What follows belongs to an exercise in optimizing a design on an open flow for small area, a short achievable clock period and few clock cycles; a production flow would make more cautious choices. In this exercise RTL edits were held to simulation tests only and were not proved equivalent to the original. No activity file was given, so power comes from the tool's default toggle rates.

<file path="flow/run.sh">
#!/bin/bash
# synth_recipe.tcl (not shown) runs the flow's synth.tcl, then flattens the netlist and writes it again
# the make line also repeats each setting of config.mk as NAME=value (left out here)
make -C /OpenROAD-flow-scripts/flow DESIGN_CONFIG=/design/flow/config.mk WORK_HOME=/design/flow/orfs CLKGATE_MAP_FILE= SYNTH_SCRIPT=/design/flow/synth_recipe.tcl finish
</file>
<file path="flow/config.mk">
export PLATFORM = sky130hd
export DESIGN_NAME = st7032_encoder
export DESIGN_NICKNAME = st7032_encoder
export VERILOG_FILES = /design/flow/design.v
export SDC_FILE = /design/flow/constraint.sdc
export NUM_CORES = 4
export LEC_CHECK = 0
export CAP_MARGIN = 20
export CORE_MARGIN = 2
export CORE_UTILIZATION = 40
export SLEW_MARGIN = 20
</file>
<file path="flow/constraint.sdc">
create_clock -name core_clock -period 4.0 [get_ports {clk}]
set_input_delay 0.8000 -clock core_clock [delete_from_list [all_inputs] [get_ports {clk}]]
set_output_delay 0.8000 -clock core_clock [all_outputs]
set_load 0.01 [all_outputs]
</file>
<file path="flow/design.v">
module st7032_encoder (
    input  wire        clk,
    input  wire        rst,         
    input  wire        cmd_valid,
    output wire        cmd_ready,
    input  wire [15:0] cmd_word,
    input  wire [15:0] cmd_len,
    input  wire        pay_valid,
    output wire        pay_ready,
    input  wire [7:0]  pay_data,
    output reg         rsp_valid,
    output reg  [2:0]  rsp_result,
    output reg  [7:0]  rsp_data,
    output reg  [3:0]  rsp_step,
    output reg         ev_valid,
    input  wire        ev_ready,
    output reg  [2:0]  ev_kind,
    output reg  [7:0]  ev_data,
    input  wire        ev_ok,
    input  wire [7:0]  ev_rdata
);
    localparam [2:0] EV_CFG   = 3'd0;
    localparam [2:0] EV_BEGIN = 3'd1;
    localparam [2:0] EV_WRITE = 3'd2;
    localparam [2:0] EV_END   = 3'd3;
    localparam [2:0] EV_REQ   = 3'd4;
    localparam [2:0] EV_WAIT  = 3'd5;
    localparam [7:0] W_SETTLE = 8'd1;
    localparam [7:0] W_FSGAP  = 8'd2;
    localparam [7:0] W_TAIL   = 8'd3;
    localparam [2:0] R_OK        = 3'd0;
    localparam [2:0] R_IGNORED   = 3'd1;
    localparam [2:0] R_NOT_READY = 3'd2;
    localparam [2:0] R_BUS_ERROR = 3'd3;
    localparam [2:0] R_READ_FAIL = 3'd4;
    localparam [2:0] R_INVALID   = 3'd5;
    localparam [3:0] OP_INIT      = 4'h0;
    localparam [3:0] OP_AVAIL     = 4'h1;
    localparam [3:0] OP_PBYTE     = 4'h2;
    localparam [3:0] OP_PSEQ      = 4'h3;
    localparam [3:0] OP_CLEAR     = 4'h4;
    localparam [3:0] OP_HOME      = 4'h5;
    localparam [3:0] OP_ENTRY     = 4'h6;
    localparam [3:0] OP_ONOFF     = 4'h7;
    localparam [3:0] OP_SSHIFT    = 4'h8;
    localparam [3:0] OP_CSHIFT    = 4'h9;
    localparam [3:0] OP_ADDR      = 4'hA;
    localparam [3:0] OP_ADDR_CR   = 4'hB;
    localparam [3:0] OP_STATUS    = 4'hC;
    localparam [3:0] OP_BUSY      = 4'hD;
    localparam [3:0] OP_GETADDR   = 4'hE;
    localparam [1:0] F_UNINIT = 2'd0;
    localparam [1:0] F_INITING = 2'd1;
    localparam [1:0] F_READY  = 2'd2;
    localparam [6:0] DEV_ADDR = 7'h3E;
    localparam [7:0] SEL_IR   = 8'h00;
    localparam [7:0] SEL_DR   = 8'h40;
    localparam [3:0] S_IDLE    = 4'd0;
    localparam [3:0] S_DECODE  = 4'd1;
    localparam [3:0] S_CFG     = 4'd2;
    localparam [3:0] S_BEGIN   = 4'd3;
    localparam [3:0] S_SEL     = 4'd4;
    localparam [3:0] S_PAYGET  = 4'd5;
    localparam [3:0] S_BYTE    = 4'd6;
    localparam [3:0] S_END     = 4'd7;
    localparam [3:0] S_SETTLE  = 4'd8;
    localparam [3:0] S_FSGAP   = 4'd9;
    localparam [3:0] S_TAIL    = 4'd10;
    localparam [3:0] S_REQ     = 4'd11;
    reg [3:0]  state;
    reg [1:0]  fsm;         
    reg        lines2;      
    reg [3:0]  seq;         
    reg        err;         
    reg [15:0] cmd_q;       
    reg [15:0] len_q;       
    reg [7:0]  byte_q;      
    wire [3:0] op = cmd_q[15:12];
    wire [2:0] f  = cmd_q[10:8];
    wire [7:0] a  = cmd_q[7:0];
    reg invalid;
    always @(*) begin
        case (op)
            OP_INIT:    invalid = cmd_q[11] | (f[2:1] != 2'b00) | (a != 8'h00);
            OP_PBYTE:   invalid = cmd_q[11] | (f != 3'b000);
            OP_ENTRY:   invalid = cmd_q[11] | f[2] | (a != 8'h00);
            OP_ONOFF:   invalid = cmd_q[11] | (a != 8'h00);
            OP_SSHIFT,
            OP_CSHIFT:  invalid = cmd_q[11] | (f[2:1] != 2'b00) | (a != 8'h00);
            OP_ADDR:    invalid = cmd_q[11] | (f != 3'b000) | a[7];
            OP_ADDR_CR: invalid = cmd_q[11] | (f[2:1] != 2'b00);
            OP_AVAIL, OP_PSEQ, OP_CLEAR, OP_HOME,
            OP_STATUS, OP_BUSY, OP_GETADDR:
                        invalid = (cmd_q[11:0] != 12'h000);
            default:    invalid = 1'b1;
        endcase
    end
    reg [7:0] instr_op;
    always @(*) begin
        case (op)
            OP_CLEAR:   instr_op = 8'h01;
            OP_HOME:    instr_op = 8'h02;
            OP_ENTRY:   instr_op = 8'h04 | {6'b0, f[1], f[0]};
            OP_ONOFF:   instr_op = 8'h08 | {5'b0, f[2], f[1], f[0]};
            OP_SSHIFT:  instr_op = 8'h18 | {5'b0, f[0], 2'b00};
            OP_CSHIFT:  instr_op = 8'h10 | {5'b0, f[0], 2'b00};
            OP_ADDR:    instr_op = 8'h80 | {1'b0, a[6:0]};
            OP_ADDR_CR: instr_op = 8'h80 | (a + (f[0] ? 8'h40 : 8'h00));
            default:    instr_op = 8'h00;
        endcase
    end
    reg [7:0] init_byte;
    always @(*) begin
        case (seq)
            4'd1:    init_byte = 8'h38;
            4'd2:    init_byte = 8'h39;
            4'd3:    init_byte = 8'h14;
            4'd4:    init_byte = 8'h79;
            4'd5:    init_byte = 8'h50;
            4'd6:    init_byte = 8'h6C;
            4'd7:    init_byte = 8'h0C;
            4'd8:    init_byte = 8'h01;
            4'd9:    init_byte = 8'h06;
            default: init_byte = 8'h00;
        endcase
    end
    wire is_data = (op == OP_PBYTE) || (op == OP_PSEQ);
    always @(*) begin
        ev_valid = 1'b1;
        ev_kind  = EV_CFG;
        ev_data  = 8'h00;
        case (state)
            S_CFG:    ev_kind = EV_CFG;
            S_BEGIN:  begin ev_kind = EV_BEGIN; ev_data = {1'b0, DEV_ADDR}; end
            S_SEL:    begin ev_kind = EV_WRITE; ev_data = is_data ? SEL_DR : SEL_IR; end
            S_BYTE:   begin ev_kind = EV_WRITE; ev_data = (op == OP_INIT) ? init_byte : byte_q; end
            S_END:    ev_kind = EV_END;
            S_SETTLE: begin ev_kind = EV_WAIT; ev_data = W_SETTLE; end
            S_FSGAP:  begin ev_kind = EV_WAIT; ev_data = W_FSGAP; end
            S_TAIL:   begin ev_kind = EV_WAIT; ev_data = W_TAIL; end
            S_REQ:    begin ev_kind = EV_REQ; ev_data = {1'b0, DEV_ADDR}; end
            default:  ev_valid = 1'b0;
        endcase
    end
    wire ev_fire = ev_valid & ev_ready;
    assign cmd_ready = (state == S_IDLE);
    assign pay_ready = (state == S_PAYGET);
    reg       fin;
    reg [2:0] fin_res;
    reg [7:0] fin_data;
    reg [3:0] fin_step;
    always @(posedge clk) begin
        fin      = 1'b0;
        fin_res  = R_OK;
        fin_data = 8'h00;
        fin_step = 4'd0;
        if (rst) begin
            state     <= S_IDLE;
            fsm       <= F_UNINIT;
            lines2    <= 1'b0;
            seq       <= 4'd0;
            err       <= 1'b0;
            rsp_valid <= 1'b0;
        end else begin
            case (state)
                S_IDLE: begin
                    if (cmd_valid) begin
                        cmd_q     <= cmd_word;
                        len_q     <= cmd_len;
                        rsp_valid <= 1'b0;
                        err       <= 1'b0;
                        state     <= S_DECODE;
                    end
                end
                S_DECODE: begin
                    if (invalid) begin
                        fin = 1'b1; {fin_res, fin_data, fin_step} = {R_INVALID, 8'h00, 4'd0};
                    end else if (op == OP_INIT) begin
                        fsm   <= F_INITING;
                        seq   <= 4'd1;
                        state <= S_CFG;
                    end else if (op == OP_AVAIL) begin
                        state <= S_BEGIN;
                    end else if (fsm != F_READY) begin
                        fin = 1'b1; {fin_res, fin_data, fin_step} = {R_NOT_READY, 8'h00, 4'd0};
                    end else if (op == OP_ADDR_CR && f[0] && !lines2) begin
                        fin = 1'b1; {fin_res, fin_data, fin_step} = {R_IGNORED, 8'h00, 4'd0};
                    end else if (op == OP_STATUS || op == OP_BUSY || op == OP_GETADDR) begin
                        state <= S_REQ;
                    end else begin
                        byte_q <= (op == OP_PBYTE) ? a : instr_op;
                        state  <= S_BEGIN;
                    end
                end
                S_CFG: begin
                    if (ev_fire) state <= S_BEGIN;
                end
                S_BEGIN: begin
                    if (ev_fire) state <= (op == OP_AVAIL) ? S_END : S_SEL;
                end
                S_SEL: begin
                    if (ev_fire) begin
                        if (op == OP_PSEQ)
                            state <= (len_q == 16'd0) ? S_END : S_PAYGET;
                        else
                            state <= S_BYTE;
                    end
                end
                S_PAYGET: begin
                    if (pay_valid) begin
                        byte_q <= pay_data;
                        len_q  <= len_q - 16'd1;
                        state  <= S_BYTE;
                    end
                end
                S_BYTE: begin
                    if (ev_fire) begin
                        if (op == OP_PSEQ && len_q != 16'd0)
                            state <= S_PAYGET;
                        else
                            state <= S_END;
                    end
                end
                S_END: begin
                    if (ev_fire) begin
                        if (op == OP_AVAIL)
                            begin fin = 1'b1; {fin_res, fin_data, fin_step} = {R_OK, {7'b0, ev_ok}, 4'd0}; end
                        else if (is_data)
                            begin fin = 1'b1; {fin_res, fin_data, fin_step} = {ev_ok ? R_OK : R_BUS_ERROR, 8'h00, 4'd0}; end
                        else begin
                            err   <= ~ev_ok;
                            state <= S_SETTLE;
                        end
                    end
                end
                S_SETTLE: begin
                    if (ev_fire) begin
                        if (op != OP_INIT) begin
                            fin = 1'b1; {fin_res, fin_data, fin_step} = {err ? R_BUS_ERROR : R_OK, 8'h00, 4'd0};
                        end else if (err) begin
                            fsm <= F_UNINIT;
                            seq <= 4'd0;
                            begin fin = 1'b1; {fin_res, fin_data, fin_step} = {R_BUS_ERROR, 8'h00, seq}; end
                        end else if (seq == 4'd1) begin
                            state <= S_FSGAP;
                        end else if (seq == 4'd9) begin
                            state <= S_TAIL;
                        end else begin
                            seq   <= seq + 4'd1;
                            state <= S_BEGIN;
                        end
                    end
                end
                S_FSGAP: begin
                    if (ev_fire) begin
                        seq   <= 4'd2;
                        state <= S_BEGIN;
                    end
                end
                S_TAIL: begin
                    if (ev_fire) begin
                        lines2 <= f[0];
                        fsm    <= F_READY;
                        seq    <= 4'd0;
                        begin fin = 1'b1; {fin_res, fin_data, fin_step} = {R_OK, 8'h00, 4'd0}; end
                    end
                end
                S_REQ: begin
                    if (ev_fire) begin
                        if (!ev_ok)
                            begin fin = 1'b1; {fin_res, fin_data, fin_step} = {R_READ_FAIL, 8'h00, 4'd0}; end
                        else if (op == OP_STATUS)
                            begin fin = 1'b1; {fin_res, fin_data, fin_step} = {R_OK, ev_rdata, 4'd0}; end
                        else if (op == OP_BUSY)
                            begin fin = 1'b1; {fin_res, fin_data, fin_step} = {R_OK, {7'b0, ev_rdata[7]}, 4'd0}; end
                        else
                            begin fin = 1'b1; {fin_res, fin_data, fin_step} = {R_OK, {1'b0, ev_rdata[6:0]}, 4'd0}; end
                    end
                end
                default: state <= S_IDLE;
            endcase
            if (fin) begin
                rsp_result <= fin_res;
                rsp_data   <= fin_data;
                rsp_step   <= fin_step;
                rsp_valid  <= 1'b1;
                state      <= S_IDLE;
            end
        end
    end
endmodule
</file>
==> impl_metrics.py <==
metrics = {
    "status": {
        "status": "timing/DRC/antenna clean",
    },
    "synthesis": {
        "yosysMostFrequentCell": "edfxtp_1",
        "ys_warn_count": 1,
        "async_reset_ff_frac": 0,
        "yosys.area.top_type": "edfxtp_1",
        "synth_top_flop_cell": "edfxtp_1",
        "synth_nets": 520,
        "ys_types": 66,
        "netlist_area_um2": 4300,
        "syn_area_per_cell_um2": 9.37,
        "synth_seq_area_share": 0.477,
        "synth.top_cell.area_share": 0.384,
        "ys_ff_latch": 75,
        "synthTopCellsByArea": "edfxtp_1, dfxtp_1, nor2_1",
        "ys_top_cells_by_count": "edfxtp_1, nor2_1, nand2_1",
        "synth_edf_count": 55,
        "syn_inst": 459,
    },
    "clock_tree": {
        "cts_root_buf": "clkbuf_8",
        "cts_buffers": 9,
        "cts.sinks": 75,
        "h-tree-depth": 3,
        "cts_tree": "yes",
        "post_cts_buffers": 0,
        "cts_resized": 0,
        "insertion_delay_ns": 0.37,
        "ctsLongestPathBuffers": 2,
        "cts_hold_buffers": 0,
        "clk_pin_slew_worst_paths_ns": 0.08,
    },
    "floorplanning": {
        "core-area_um2": 10400,
        "ios": 84,
        "die_area_um2": 11600,
        "die_width_um": 108,
        "initial_core_util": 0.415,
        "die_y_um": 108,
        "std_cell_rows": 37,
    },
    "place": {
        "dp_hpwl_um": 8710,
        "dp_cells": 663,
        "dpl_cell_area_um2": 5270,
        "pre_cts_ws_ns": 0.388,
        "gp_congestion": 0.924,
        "numPortBuffers": 83,
    },
    "global_routing": {
        "overflow": 0,
        "grt_use_met2": 0.340,
        "grt_max_degree": 28,
        "gr-usage-all-layers": 0.214,
        "grt_pass1_wl_um": 19200,
        "grt_pass1_vias": 3766,
        "gr-max-usage-layer": "met2",
        "antenna_found_initial": 0,
        "use_met1": 0.291,
        "gr-usage-met3": 0.0309,
    },
    "setup_path": {
        "cp_cell_sequence": "nor4_4 -> buf_4 -> mux2i_1 -> o22ai_1 -> clkdlybuf4s50_1",
        "rr_startpoint": "cmd_q[15]",
        "worst_setup_path_start_kind": "register",
        "crit_path_end_kind": "primary output",
        "rrSetupSlack_ns": 0.75,
        "worst_path_max_delay_cell": "edfxtp_1",
        "path_class": "reg2out",
        "crit_arrival_ns": 2.76,
        "rr_endpoint": "init_byte[5]",
        "path_max_fanout": 16,
        "path_buf_inv": 2,
        "reg2regPathDepth": 10,
        "critPathTopFamily": "buffers and inverters",
        "worstPathRequired_ns": 3.20,
        "max_stage_delay_ns": 0.64,
    },
    "sta": {
        "maxSlewHeadroom": 0.487,
        "fin_crit_sh": 0.890,
        "timing.fmax_mhz": 281,
        "rsz0062_at_grt": "no",
        "setup_viol": 0,
        "finalCriticalPeriod_ns": 3.56,
        "setup_ws_ns": 0.438,
        "drv_slew": 0,
        "fin_tns_setup_ns": 0,
        "whs_ns": 0.461,
        "final-hold-violation-count": 0,
        "tightestPinTransition_ns": 0.769,
        "fin_skew_ns": 0.0123,
    },
    "routing": {
        "routed_wl_um": 11800,
        "drc": 0,
        "via_per_inst": 5.71,
        "final_antenna_net_count": 0,
        "dr_total_vias": 3878,
        "first_iter_violations": 220,
        "wl_per_cell_um": 17.4,
        "first_pass_iters": 5,
    },
    "hold_path": {
        "whs_endpoint": "rsp_valid",
        "hp-start": "rsp_valid",
        "worstHoldPathType": "reg2reg",
        "whs_path_depth": 2,
    },
    "layout": {
        "final_nets": 599,
        "fin_area_um2": 5470,
        "num_antenna_cells": 0,
        "instances_no_fill": 679,
        "final_core_util": 0.527,
        "area_delta_synth_final_pct": 27.1,
        "drive_above_1_share": 0.0939,
    },
    "flow_run": {
        "drv_cap": 0,
    },
    "pwr": {
        "vdd_ir_drop_max_mv": 0.197,
        "p_total_mw": 2.47,
        "p_leak_nw": 1.91,
        "power_density_nw_per_um2": 452,
    },
}
state kept, by name, summed over array words and instances, names as in the netlist:
| name | cells |
|---|---|
| fsm | 2 |
| rsp_step | 4 |
| len_q | 16 |
| seq | 4 |
| state | 4 |
| lines2 | 1 |
| byte_q | 8 |
| rsp_data | 8 |
| rsp_result | 3 |
| err | 1 |
| rsp_valid | 1 |
| cmd_q | 16 |
| init_byte | 7 |
cell usage in the layout (no fill, tap or decap), types with 3 or more instances in the layout:
cell             Yosys  routed
a31oi_1              9       9
inv_2                4       4
nor2b_1              4       4
a21oi_1             33      33
clkdlybuf4s50_1      0      83
nor3_1              19      19
nor2_1              54      54
o31ai_1              4       4
dfxtp_1             20      20
xor2_1               5       5
xnor2_1              7       7
and2_1               6       6
clkbuf_8             0       9
or3_1                4       4
or4_1                4       4
nand4_1              4       4
buf_4                1      12
inv_1               17      17
edfxtp_1            55      55
mux2i_1             12      12
nor4_2               3       3
o22ai_1              6       6
ha_1                 7       7
nand3_1             11      11
a21o_1               3       3
o21ai_0             29      29
nand2b_1             4       4
nor4_1               4       4
a32o_1               3       3
nand2_1             45      45
a22oi_1              5       5
a211oi_1            10      10
worst min-delay path, delay by kind of cell (launching register included):
| family | cells | cell delay [ns] |
|---|---|---|
| compound gates | 1 | 0.05 |
| flops | 1 | 0.32 |
| simple gates | 1 | 0.05 |
per-layer routing:
metal  up-vias  share of wire
li1       1851              -
met2       186           0.47
met5         -              0
met4         0          0.024
met3        22          0.070
met1      1819           0.43
cell type report:
cell class	count	area [µm²]
flip-flops and latches	75	2050
multi-input cells	336	2050
clock buffers	9	124
clock inverters	7	76.3
repair buffers	95	921
inverters	21	78.8
fillers	983	4900
well taps	136	170
kinds of logic after synthesis:
logic type / count (synthesis) / synth area share
XOR/XNOR: 12 / 0.0244
AO/OA/AOI/OAI: 127 / 0.196
adder cells (fa/ha/maj): 7 / 0.0204
AND/OR/NAND/NOR: 177 / 0.205
flip-flops: 75 / 0.477
buffers and inverters: 48 / 0.0471
multiplexers: 13 / 0.0305
worst max path at each step:
stage | cells past startpoint | slack, ns | end | start
2_1_floorplan | 11 | 1.0 | init_byte[3] | ev_ready
3_3_place_gp | 11 | 0.48 | init_byte[5] | ev_ready
3_5_place_dp | 11 | 0.39 | init_byte[5] | ev_ready
4_1_cts | 5 | 0.44 | ev_data[1] | cmd_q[15]
5_1_grt | 6 | 0.27 | ev_data[6] | cmd_q[15]
6_report | 5 | 0.44 | ev_data[1] | cmd_q[15]
power breakdown:
group	switching [mW]	leakage (nW)	internal [mW]	total (mW)
Combinational	0.412	1.13	0.340	0.752
Clock	0.321	0.0962	0.292	0.614
Sequential	0.122	0.675	0.984	1.11
Total	0.856	1.91	1.62	2.47
Testbench counts, summed over its fixed seeds: cycles 9,999.

==> afterwards: timing with drivers on the ports <==
No port has a modelled driver above. Below, the same layout with a new extraction and two added sets of constraints.
Step 1 sets driving cells, clkbuf_16 on the clock port and buf_2 on the other inputs (assumed; they add their load-dependent delay and slew).
Step 2 times the ports against the registers' clock, not the clock port: input delays grow and output delays shrink by t, the midpoint of the rising clock arrivals with the driver on.
a / b / c = no drivers / after step 1 / after step 2; a / b = the first two.
shift t [ns]: 0.394
setup slack, ns: 0.438 / 0.406 / 0.361
clock arrival spread, ns: 0.013 / 0.014
slew at the worst register clock pin (ns): 0.09 / 0.09
worst slew at a driven data input, ns: 0.05
After both steps this run still meets setup and hold. The setup slack of this run moves by -0.032 ns with the drivers and by -0.077 ns with both steps.
